From an optimization exercise on the open Yosys and OpenROAD flow, aimed at small area, a short achievable clock period and few clock cycles; shortcuts taken in it are not production practice.
RTL that was checked went through simulation tests only; none was proved equivalent to the original.
Power figures rest on the tool's default switching activity, not on a simulated workload.

== 02-24 ==
## fgc_segmenter
module fgc_segmenter (
    input  wire        clk,
    input  wire        rst,           
    input  wire        start,
    input  wire [31:0] fw_len,
    input  wire [31:0] cursor_in,
    input  wire [31:0] req_in,
    input  wire [31:0] rewind_in,
    input  wire [31:0] maxpkt,
    input  wire [7:0]  version,
    input  wire        use_chk,
    output wire        busy,
    output wire        fw_rd,
    output wire [23:0] fw_addr,
    input  wire [7:0]  fw_rdata,
    output wire        out_valid,
    output wire [7:0]  out_data,
    input  wire        out_ready,
    output reg         done,
    output wire [1:0]  result,
    output wire [3:0]  errcode,
    output wire [31:0] res_cursor,
    output wire [31:0] res_frames,
    output wire [31:0] out_len
);
clock: 12.0 ns
lec_check: 0
cap_margin: 20
core_margin: 2
core_utilization: 40
slew_margin: 20
standard.sh (not shown) runs the stock make flow with config.mk's settings and CLKGATE_MAP_FILE= SYNTH_SCRIPT=/design/flow/synth_recipe.tcl, a recipe that flattens the netlist after the stock synthesis.
==> flow/flow/run.sh <==
#!/bin/bash
# Standard ORFS layout (the standard.sh, standard synthesis unchanged),
# with repair_timing asked for extra setup slack so it optimises the
# achieved period, not just the 12 ns constraint, and ports buffered with
# plain buffers. The SDC is unchanged.
set -euo pipefail
export SETUP_SLACK_MARGIN=8.7
export BUFFER_PORTS_ARGS="-buffer_cell sky130_fd_sc_hd__buf_1"
bash standard.sh synth > synth.log 2>&1
bash standard.sh > layout.log 2>&1
Both conditions hold for 02-24: the flow ran to the end and the final layout passed the timing, design-rule and antenna checks.
The inputs of 02-13 differ from those of 02-24 as listed below.
--- a/flow/flow/run.sh
+++ b/flow/flow/run.sh
@@ -7 +7 @@
-export SETUP_SLACK_MARGIN=8.7
+export SETUP_SLACK_MARGIN=8.3
--- a/flow/config.mk
+++ b/flow/config.mk
@@ -10,0 +11,2 @@
+export CTS_CLUSTER_DIAMETER = 300
+export CTS_CLUSTER_SIZE = 100
Notes after the runs:
Global routing usage on met3, 02-24 and 02-13: smaller value in 02-13. Run comparison: 02-13 most frequent standard cell in the layout excluding fill and tap cells buf_1; 02-24 most frequent standard cell in the layout excluding fill and tap cells nor2_1. Relative to 02-24, the number of antenna violations at the first check in global routing of 02-13 is higher by 1. Critical path depth: higher on 02-24. 02-13 reports a lower synthesis-to-finish area growth than 02-24 does. | wire length | 02-13 vs 02-24 | better |. Per the comparison of 02-13 with 02-24, power decreased 16%; total length of routed met2 wires decreased 1600 µm; clock share of power increased 2.5 points; final cell count decreased about 5%; die area essentially unchanged.
No functional check of the RTL was part of any run of this note.

Another version of the RTL of fgc_segmenter (not shown whole).
Size: about 1,900 cells after synthesis, ~320 I/O pins, about 17,000 sq um of cells after synthesis.
make LEC_CHECK=0 CAP_MARGIN=20 CORE_MARGIN=2 CORE_UTILIZATION=40 SLEW_MARGIN=20 finish   # period 12.0 ns
run.sh (not shown) runs the stock make flow with config.mk's settings and CLKGATE_MAP_FILE= SYNTH_SCRIPT=/design/flow/synth_recipe.tcl, a recipe that flattens the netlist after the stock synthesis.
Stock flow here: none of the scripts above is used.
Testbench counts at the start, summed over its fixed seeds: cycles 219,739.
Next try:
==> flow/flow/run.sh (new file) <==
#!/bin/bash
# Standard ORFS layout (the standard.sh, standard synthesis unchanged),
# with repair_timing asked for extra setup slack so it optimises the
# achieved period, not just the 12 ns constraint. The SDC is unchanged.
set -euo pipefail
export SETUP_SLACK_MARGIN=8.5
bash standard.sh synth > synth.log 2>&1
bash standard.sh > layout.log 2>&1
==> flow/standard.sh (new file) <==
#!/bin/bash
# synth_recipe.tcl (not shown) runs the flow's synth.tcl, then flattens the netlist and writes it again
# the make line also repeats each setting of config.mk as NAME=value (left out here)
make -C /OpenROAD-flow-scripts/flow DESIGN_CONFIG=/design/flow/config.mk WORK_HOME=/design/flow/orfs CLKGATE_MAP_FILE= SYNTH_SCRIPT=/design/flow/synth_recipe.tcl "${@:-finish}"
removed: flow/run.sh
Count of clock-buffer cells in the layout does not change.
Wire length went up by 17%.
Design area grows by 13%.
Global-route usage grows by 3.8 points.
First-iteration DRC count went up by 20%.
Sequential share of layout area came out lower by 2.6 points.

[separate check: timing with driven ports]
The flow's constraints put no driver on any port. The routed layouts listed below were extracted and timed again, unchanged, in two steps.
Step 1: set_driving_cell puts a clkbuf_16 on clk and a buf_2 on each other input, an assumption about the parent block.
Step 2, shift: input delay + t, output delay - t, t = (earliest + latest rising clock arrival at the registers) / 2. This alone moves slack from input paths to output paths.
a / b / c = ideal ports / drivers / drivers and shift; a / b = the first two.
run | t, ns | setup slack, ns | worst setup path after step 2 | worst data-port slew with drivers (ns)
02-24 | 0.520 | 8.477 / 8.472 / 8.083 | input to register | 0.05
02-13 | 0.514 | 8.359 / 8.307 / 7.860 | input to register | 0.08
the first run of note 2 | 0.518 | 6.476 / 6.506 / 5.988 | input to register | 0.05
the second run of note 2 | 0.524 | 8.298 / 8.243 / 7.980 | input to register | 0.07
After both steps every run listed still meets setup and hold. For 02-13, which loses most, drivers alone change the setup slack by -0.052 ns; drivers and shift together by -0.499 ns.
